What follows belongs to an exercise in optimizing a design on an open flow for small area, a short achievable clock period and few clock cycles; a production flow would make more cautious choices. The RTL was checked by simulation tests, not by an equivalence proof against the original design.

## amber
==> flow/design.v <==
module dani_deframer (
    input  wire         clk,
    input  wire         rst,            
    input  wire         cfg_proto,      
    input  wire [3:0]   cfg_ctrl_hi,    
    input  wire [7:0]   cfg_sq_code,    
    input  wire [27:0]  cfg_rsplen,     
    input  wire         in_valid,
    input  wire [7:0]   in_data,
    output wire         in_ready,
    output reg          out_valid,
    input  wire         out_ready,
    output wire [4:0]   out_len,        
    output wire [143:0] out_frame,      
    output wire [15:0]  out_drops       
);
    localparam BUFN = 18;
    reg              proto_q;
    reg              pn_q;      
    localparam [8*BUFN-1:0] INV = {{(8*BUFN-24){1'b1}}, 24'd0};
    reg [8*BUFN-1:0] bufs_q;
    wire [8*BUFN-1:0] buf_q = bufs_q ^ INV;
    reg [4:0]        cnt_q;     
    reg              in_rdy_q;  
    reg [15:0]       drops_q;   
    reg              drop_q;    
    reg              taken_q;   
    reg [4:0]        skip_q;    
    reg              sof0_q;    
    reg [BUFN-1:4]   omn_q;     
    reg              hd_drop;   
    reg              hd_cand;   
    reg [3:0]        hd_v;      
    reg  [BUFN-1:4]  hd_lt;     
    integer j;
    always @(*)
        for (j = 4; j < BUFN; j = j + 1)
            hd_lt[j] = pn_q ? ({1'b0, hd_v} >= j - 4) : ({1'b0, hd_v} >= j - 3);
    integer i;
    function [5:0] hdr_dec;     
        input [7:0] x0, x1, x2;
        input [1:0] p;
        reg         start, hdr, plaus;
        reg  [3:0]  n;
        begin
            if (!proto_q) begin
                start = (x0 == 8'hAA);
                hdr   = (p >= 2'd2);
                plaus = (x1[7:4] == cfg_ctrl_hi) && (x1[3:0] != 4'd0) && (x1[3:0] <= 4'd9);
                n     = x1[3:0];
            end else begin
                start = (x0[7:1] == 7'b1111101);
                hdr   = (p == 2'd3);
                plaus = 1'b1;
                n     = 4'd0;
                if (!x0[0]) begin
                    case (x2)
                        8'hF6: n = 4'd3;
                        8'hF3: n = 4'd1;
                        8'h83: n = 4'd2;
                        8'h9B: n = 4'd1;
                        8'h96: n = 4'd8;
                        8'h97: n = 4'd8;
                        default: begin
                            if (x2 != cfg_sq_code) plaus = 1'b0;
                        end
                    endcase
                end else begin
                    case (x2)
                        8'hF6: n = cfg_rsplen[3:0];
                        8'hF3: n = cfg_rsplen[7:4];
                        8'h83: n = cfg_rsplen[11:8];
                        8'h9B: n = cfg_rsplen[15:12];
                        8'h96: n = cfg_rsplen[19:16];
                        8'h97: n = cfg_rsplen[23:20];
                        default: n = (x2 == cfg_sq_code) ? cfg_rsplen[27:24] : 4'hF;
                    endcase
                    plaus = (n != 4'hF);
                end
            end
            hdr_dec = {((p != 2'd0) && !start) || (start && hdr && !plaus),
                       start && hdr && plaus, n};
        end
    endfunction
    wire [BUFN-1:0] lt_t = {hd_lt, 4'b1111};      
    reg  [BUFN-1:0] at_chk, at_eof;               
    reg  [7:0]      term [0:BUFN];
    reg  [7:0]      chk;
    reg             eof_ok;
    always @(*) begin
        chk    = 8'h00;
        eof_ok = 1'b0;
        for (i = 0; i < BUFN; i = i + 1) begin
            at_chk[i] = (i >= 3) && ({1'b0, hd_v} == i - 3);
            at_eof[i] = (i >= 4) && ({1'b0, hd_v} == i - 4);
            if (at_chk[i])
                chk = chk | buf_q[8*i +: 8];
            if (at_eof[i] && buf_q[8*i +: 8] == 8'h55)
                eof_ok = 1'b1;
            term[i] = lt_t[i] ? buf_q[8*i +: 8] : 8'h00;
        end
        term[0] = {1'b1, !pn_q, 1'b1, !pn_q, 1'b1, 1'b0, 1'b1, pn_q || buf_q[0]};
        if (pn_q) begin
            term[1] = 8'h00;
            term[3] = 8'h00;
        end
        term[BUFN] = ~{chk[6:0], 1'b0};
    end
    function [15:0] csa;        
        input [7:0] a, b, c;
        begin
            csa = {((a & b) | (a & c) | (b & c)) << 1, a ^ b ^ c};
        end
    endfunction
    wire [15:0] s1_0 = csa(term[0],  term[1],  term[2]);
    wire [15:0] s1_1 = csa(term[3],  term[4],  term[5]);
    wire [15:0] s1_2 = csa(term[6],  term[7],  term[8]);
    wire [15:0] s1_3 = csa(term[9],  term[10], term[11]);
    wire [15:0] s1_4 = csa(term[12], term[13], term[14]);
    wire [15:0] s1_5 = csa(term[15], term[16], term[17]);
    wire [15:0] s2_0 = csa(s1_0[7:0], s1_0[15:8], s1_1[7:0]);
    wire [15:0] s2_1 = csa(s1_1[15:8], s1_2[7:0], s1_2[15:8]);
    wire [15:0] s2_2 = csa(s1_3[7:0], s1_3[15:8], s1_4[7:0]);
    wire [15:0] s2_3 = csa(s1_4[15:8], s1_5[7:0], s1_5[15:8]);
    wire [15:0] s3_0 = csa(s2_0[7:0], s2_0[15:8], s2_1[7:0]);
    wire [15:0] s3_1 = csa(s2_1[15:8], s2_2[7:0], s2_2[15:8]);
    wire [15:0] s3_2 = csa(s2_3[7:0], s2_3[15:8], term[BUFN]);
    wire [15:0] s4_0 = csa(s3_0[7:0], s3_0[15:8], s3_1[7:0]);
    wire [15:0] s4_1 = csa(s3_1[15:8], s3_2[7:0], s3_2[15:8]);
    wire [15:0] s5_0 = csa(s4_0[7:0], s4_0[15:8], s4_1[7:0]);
    wire [15:0] s6_0 = csa(s5_0[7:0], s5_0[15:8], s4_1[15:8]);
    wire sum_ok = ((s6_0[7:0] ^ s6_0[15:8]) == 8'hFF);
    wire win_ok = sum_ok && (proto_q || (eof_ok && buf_q[31:27] == 5'd0));
    wire       skipping = (skip_q[4:1] != 4'd0);
    wire [4:0] hd_t     = {1'b0, hd_v} + (proto_q ? 5'd4 : 5'd5);    
    wire       complete = (cnt_q >= hd_t);
    wire       check    = !skipping && hd_cand && complete;
    wire       do_emit  = check && win_ok;
    wire       do_drop  = (!skipping && hd_drop) || (check && !win_ok);
    wire       rm_rdy   = skipping && out_valid;
    wire       rm_now   = skipping ? !out_valid : (hd_drop || (hd_cand && complete));
    wire       remove   = rm_now || (rm_rdy && out_ready);
    assign in_ready = in_rdy_q;
    wire   accept   = in_valid && in_rdy_q;
    wire [1:0] p0 = (cnt_q > 5'd2) ? 2'd3 : cnt_q[1:0];
    wire [1:0] p1 = (cnt_q > 5'd3) ? 2'd3 : (cnt_q == 5'd0) ? 2'd0 : cnt_q[1:0] - 2'd1;
    wire [5:0] dec0 = hdr_dec(buf_q[7:0],  buf_q[15:8],  buf_q[23:16], p0);
    wire [5:0] dec1 = hdr_dec(buf_q[15:8], buf_q[23:16], buf_q[31:24], p1);
    wire [5:0] dec  = (rm_now || rm_rdy) ? dec1 : dec0;
    reg [BUFN-1:0] ld_in, en;
    always @(*) begin
        for (i = 0; i < BUFN; i = i + 1) begin
            ld_in[i] = (i + 1 >= cnt_q);
            en[i]    = (rm_now || (i >= cnt_q)) || (rm_rdy && out_ready);
        end
    end
    assign out_frame[7:0] = {1'b1, proto_q, 1'b1, proto_q, 1'b1, 1'b0, 1'b1, sof0_q};
    genvar g;
    generate
        for (g = 1; g < 4; g = g + 1) begin : g_out_lo
            assign out_frame[8*g +: 8] = bufs_q[8*(g-1) +: 8];
        end
        for (g = 4; g < BUFN; g = g + 1) begin : g_out
            assign out_frame[8*g +: 8] = ~(bufs_q[8*(g-1) +: 8] | {8{omn_q[g]}});
        end
    endgenerate
    assign out_len   = skip_q;
    assign out_drops = drops_q;
    always @(posedge clk) begin
        proto_q  <= cfg_proto;
        pn_q     <= !cfg_proto;
        for (i = 0; i < BUFN; i = i + 1)
            if (en[i])
                bufs_q[8*i +: 8] <= ((ld_in[i] || i == BUFN - 1) ? in_data : buf_q[8*((i+1)%BUFN) +: 8]) ^ INV[8*i +: 8];
        hd_v  <= dec[3:0];
        if (!out_valid) omn_q <= ~hd_lt;
        if (do_emit) sof0_q <= buf_q[0];
        if (rst) begin
            cnt_q     <= 5'd0;
            in_rdy_q  <= 1'b1;
            drops_q   <= 16'd0;
            drop_q    <= 1'b0;
            taken_q   <= 1'b0;
            skip_q    <= 5'd0;
            out_valid <= 1'b0;
            hd_drop   <= 1'b0;
            hd_cand   <= 1'b0;
        end else begin
            cnt_q    <= cnt_q + {{4{remove && !accept}}, remove ^ accept};
            in_rdy_q <= !(((cnt_q == BUFN[4:0]) || (cnt_q == BUFN[4:0] - 5'd1 && accept)) && !remove);
            hd_drop <= dec[5];
            hd_cand <= dec[4];
            if (skipping) begin
                if (rm_now || out_ready) skip_q <= skip_q - 5'd1;
            end else if (do_emit) begin
                skip_q <= hd_t;
            end
            drop_q <= do_drop;
            if (drop_q) begin
                if (drops_q != 16'hFFFF) drops_q <= drops_q + 16'd1;
            end else if (taken_q) begin
                drops_q <= 16'd0;
            end
            taken_q <= out_valid && out_ready;
            if (do_emit)
                out_valid <= 1'b1;
            else if (out_ready)
                out_valid <= 1'b0;
        end
    end
endmodule
Settings: LEC_CHECK=0, CAP_MARGIN=20, CELL_PAD_IN_SITES_DETAIL_PLACEMENT=2, CELL_PAD_IN_SITES_GLOBAL_PLACEMENT=2, CORE_MARGIN=2, CORE_UTILIZATION=30, CTS_CLUSTER_DIAMETER=120, CTS_CLUSTER_SIZE=26, PLACE_DENSITY=0.5, SLEW_MARGIN=50; clock period 28.0 ns.
standard.sh (not shown) runs the stock make flow with config.mk's settings and CLKGATE_MAP_FILE= SYNTH_SCRIPT=/design/flow/synth_recipe.tcl, a recipe that flattens the netlist after the stock synthesis.
==> flow/flow/run.sh <==
#!/bin/bash
# Standard layout, except that the port buffers are the small
# sky130_fd_sc_hd__buf_1 instead of the cell buffer_ports picks by itself.
set -euo pipefail
export BUFFER_PORTS_ARGS="-buffer_cell sky130_fd_sc_hd__buf_1"
bash standard.sh > standard.log 2>&1
amber ran to completion and came out clean on the timing, design-rule and antenna checks.
Testbench counts of amber, summed over its fixed seeds: cycles 32,298.
Relative to amber, the following input files were edited for lagoon:
# amber
export LEC_CHECK = 0
export CAP_MARGIN = 20
export CELL_PAD_IN_SITES_DETAIL_PLACEMENT = 2
export CELL_PAD_IN_SITES_GLOBAL_PLACEMENT = 2
export CORE_MARGIN = 2
export CORE_UTILIZATION = 30
export CTS_CLUSTER_DIAMETER = 120
export CTS_CLUSTER_SIZE = 26
export PLACE_DENSITY = 0.5
export SLEW_MARGIN = 50
create_clock -name core_clock -period 28.0 [get_ports {clk}]
# lagoon
export LEC_CHECK = 0
export CAP_MARGIN = 20
export CELL_PAD_IN_SITES_DETAIL_PLACEMENT = 2
export CELL_PAD_IN_SITES_GLOBAL_PLACEMENT = 2
export CORE_MARGIN = 2
export CORE_UTILIZATION = 45
export CTS_CLUSTER_DIAMETER = 120
export CTS_CLUSTER_SIZE = 26
export PLACE_DENSITY = 0.65
export SLEW_MARGIN = 50
create_clock -name core_clock -period 28.0 [get_ports {clk}]
### Flow results
Relative to amber, total number of placement rows decreased by 18% in lagoon. Of the two values seen for critical path class, reg -> reg was produced by amber and in -> reg by lagoon. For the clock skew, lagoon came in 0.0035 ns higher than amber did. From amber to lagoon the numbers moved as follows: clock distribution area overhead in the final layout picked up an extra 0.40 points, number of port buffers neither gained nor lost much. Taking amber as the reference, in lagoon average vias per placed instance higher; wire length lower. Compared with amber, in lagoon shortest clock period the worst path allows after layout higher, total track usage higher, maximum frequency lower, clock buffer instance count of the final layout lower.
[inputs] fjord vs lagoon
# lagoon
export LEC_CHECK = 0
export CAP_MARGIN = 20
export CELL_PAD_IN_SITES_DETAIL_PLACEMENT = 2
export CELL_PAD_IN_SITES_GLOBAL_PLACEMENT = 2
export CORE_MARGIN = 2
export CORE_UTILIZATION = 45
export CTS_CLUSTER_DIAMETER = 120
export CTS_CLUSTER_SIZE = 26
export PLACE_DENSITY = 0.65
export SLEW_MARGIN = 50
create_clock -name core_clock -period 28.0 [get_ports {clk}]
# fjord
export LEC_CHECK = 0
export CAP_MARGIN = 20
export CELL_PAD_IN_SITES_DETAIL_PLACEMENT = 2
export CELL_PAD_IN_SITES_GLOBAL_PLACEMENT = 2
export CORE_MARGIN = 2
export CORE_UTILIZATION = 30
export CTS_CLUSTER_DIAMETER = 120
export CTS_CLUSTER_SIZE = 26
export PLACE_DENSITY = 0.5
export SLEW_MARGIN = 60
create_clock -name core_clock -period 28.0 [get_ports {clk}]
Results
fjord finished every step from synthesis to the final layout, and the layout passed the timing, design-rule and antenna checks. On final design instance area without fill, the lower figure sits with lagoon, not fjord. Delta (fjord minus lagoon): critical path depth up 7, overall die height grew by about 22%, final cell count without fillers went up 239, worst hold slack shows a reduction of 0.033 ns. fjord vs lagoon: worst slew slack as a fraction of its limit up in fjord. Fmax: fjord above lagoon. Sort fjord and lagoon by routed length on met1, descending, and fjord comes first.
Input-level comparison between cedar and fjord:
# fjord
export LEC_CHECK = 0
export CAP_MARGIN = 20
export CELL_PAD_IN_SITES_DETAIL_PLACEMENT = 2
export CELL_PAD_IN_SITES_GLOBAL_PLACEMENT = 2
export CORE_MARGIN = 2
export CORE_UTILIZATION = 30
export CTS_CLUSTER_DIAMETER = 120
export CTS_CLUSTER_SIZE = 26
export PLACE_DENSITY = 0.5
export SLEW_MARGIN = 60
create_clock -name core_clock -period 28.0 [get_ports {clk}]
# cedar
export LEC_CHECK = 0
export CAP_MARGIN = 20
export CELL_PAD_IN_SITES_DETAIL_PLACEMENT = 2
export CELL_PAD_IN_SITES_GLOBAL_PLACEMENT = 2
export CORE_MARGIN = 2
export CORE_UTILIZATION = 30
export CTS_CLUSTER_DIAMETER = 120
export CTS_CLUSTER_SIZE = 26
export PLACE_DENSITY = 0.5
export SLEW_MARGIN = 20
create_clock -name core_clock -period 28.0 [get_ports {clk}]
[summary]
- fjord vs cedar, slowest library cell on the worst path: fa_1 vs nor3_1
- cedar ends up with a clock skew that is 0.0088 ns lower than in fjord.
- Area growth from synthesis to final layout in cedar is 1.4 points lower than in fjord
- Compared with fjord, cedar shows fmax lower by about 6%.
- fjord → cedar: post-route clock period utilization shows an increase of 1.7 points, longest individual stage delay on the worst path shows an increase of 0.23 ns.
## Diff of input files: yarrow against cedar
# cedar
export LEC_CHECK = 0
export CAP_MARGIN = 20
export CELL_PAD_IN_SITES_DETAIL_PLACEMENT = 2
export CELL_PAD_IN_SITES_GLOBAL_PLACEMENT = 2
export CORE_MARGIN = 2
export CORE_UTILIZATION = 30
export CTS_CLUSTER_DIAMETER = 120
export CTS_CLUSTER_SIZE = 26
export PLACE_DENSITY = 0.5
export SLEW_MARGIN = 20
create_clock -name core_clock -period 28.0 [get_ports {clk}]
# yarrow
export LEC_CHECK = 0
export CAP_MARGIN = 20
export CELL_PAD_IN_SITES_DETAIL_PLACEMENT = 2
export CELL_PAD_IN_SITES_GLOBAL_PLACEMENT = 2
export CORE_MARGIN = 2
export CORE_UTILIZATION = 30
export CTS_CLUSTER_DIAMETER = 120
export CTS_CLUSTER_SIZE = 26
export PLACE_DENSITY = 0.5
export SLEW_MARGIN = 50
create_clock -name core_clock -period 28.0 [get_ports {clk}]
==> flow/run.sh (new file) <==
#!/bin/bash
# synth_recipe.tcl (not shown) runs the flow's synth.tcl, then flattens the netlist and writes it again
# the make line also repeats each setting of config.mk as NAME=value (left out here)
make -C /OpenROAD-flow-scripts/flow DESIGN_CONFIG=/design/flow/config.mk WORK_HOME=/design/flow/orfs CLKGATE_MAP_FILE= SYNTH_SCRIPT=/design/flow/synth_recipe.tcl finish
removed: flow/flow/run.sh
removed: flow/standard.sh
==> run notes <==
From cedar to yarrow the numbers moved as follows: source-to-sink clock delay at the later pin of the worst-skew pair closely matched the old numbers; via count rose 117; clock-buffer cell count higher.
Final wirelength (higher): yarrow
Design area delta for yarrow relative to cedar: 8.3% higher
yarrow ended with less sequential share of layout area than cedar.
Endpoint of the most critical setup path: cnt_q[4] -> yarrow, sof0_q -> cedar
#### Input delta (tundra over yarrow)
# yarrow
export LEC_CHECK = 0
export CAP_MARGIN = 20
export CELL_PAD_IN_SITES_DETAIL_PLACEMENT = 2
export CELL_PAD_IN_SITES_GLOBAL_PLACEMENT = 2
export CORE_MARGIN = 2
export CORE_UTILIZATION = 30
export CTS_CLUSTER_DIAMETER = 120
export CTS_CLUSTER_SIZE = 26
export PLACE_DENSITY = 0.5
export SLEW_MARGIN = 50
create_clock -name core_clock -period 28.0 [get_ports {clk}]
# tundra
export LEC_CHECK = 0
export CAP_MARGIN = 20
export CELL_PAD_IN_SITES_DETAIL_PLACEMENT = 2
export CELL_PAD_IN_SITES_GLOBAL_PLACEMENT = 2
export CORE_MARGIN = 2
export CORE_UTILIZATION = 30
export CTS_CLUSTER_DIAMETER = 250
export CTS_CLUSTER_SIZE = 32
export PLACE_DENSITY = 0.5
export SLEW_MARGIN = 50
create_clock -name core_clock -period 28.0 [get_ports {clk}]
==> flow/flow/run.sh (new file) <==
#!/bin/bash
# Standard layout, except that the port buffers are the small
# sky130_fd_sc_hd__buf_1 instead of the cell buffer_ports picks by itself.
set -euo pipefail
export BUFFER_PORTS_ARGS="-buffer_cell sky130_fd_sc_hd__buf_1"
bash standard.sh > standard.log 2>&1
==> flow/standard.sh (new file) <==
#!/bin/bash
# synth_recipe.tcl (not shown) runs the flow's synth.tcl, then flattens the netlist and writes it again
# the make line also repeats each setting of config.mk as NAME=value (left out here)
make -C /OpenROAD-flow-scripts/flow DESIGN_CONFIG=/design/flow/config.mk WORK_HOME=/design/flow/orfs CLKGATE_MAP_FILE= SYNTH_SCRIPT=/design/flow/synth_recipe.tcl "${@:-finish}"
removed: flow/run.sh
Findings:
On multi-input gate area in the final layout, tundra and yarrow are neck and neck.
The cell count along the critical path in tundra sits 7 above the value recorded for yarrow.
tundra against yarrow: synthesis-to-finish area growth decreased by 8.9 points relative to the old numbers; final HPWL from detailed placement neither gained nor lost much.
The non-clock buffer count reported for tundra is smaller than that of yarrow by 1.
Any difference in I/O pin count between tundra and yarrow is small enough to ignore.
Of tundra and yarrow, the lower multi-input gate share of the layout cell area belongs to yarrow.
Relative to yarrow, the routed wire length of tundra is lower by 530 microns.
Compared to yarrow, tundra has sequential share of layout area 2.4 points higher.

separate check: timing with driven ports:
How much do the figures lean on ideal ports? The routed layouts below were timed once more, with nothing changed but the port constraints.
Step 1 sets driving cells, clkbuf_16 on the clock port and buf_2 on the other inputs (assumed; they add their load-dependent delay and slew).
Step 2 times the ports against the registers' clock, not the clock port: input delays grow and output delays shrink by t, the midpoint of the rising clock arrivals with the driver on.
Three values: ideal ports, drivers, drivers and shift; two values: the first two.
run	shift t [ns]	setup WS [ns]	worst hold slack (ns)	worst register clock-pin slew, ns
amber	0.556	20.466 / 20.466 / 20.187	0.503 / 0.503 / 0.503	0.08 / 0.08
lagoon	0.538	20.171 / 20.204 / 19.666	0.520 / 0.520 / 0.520	0.09 / 0.09
fjord	0.550	20.484 / 20.484 / 20.159	0.487 / 0.487 / 0.487	0.08 / 0.08
cedar	0.560	20.010 / 20.010 / 19.622	0.486 / 0.486 / 0.486	0.08 / 0.08
yarrow	0.553	20.097 / 20.120 / 19.567	0.512 / 0.512 / 0.512	0.08 / 0.08
tundra	0.556	20.466 / 20.466 / 20.187	0.503 / 0.503 / 0.503	0.08 / 0.08
After both steps setup and hold are still met in every run listed. For yarrow, which loses most, drivers alone change the setup slack by +0.023 ns; drivers and shift together by -0.530 ns.
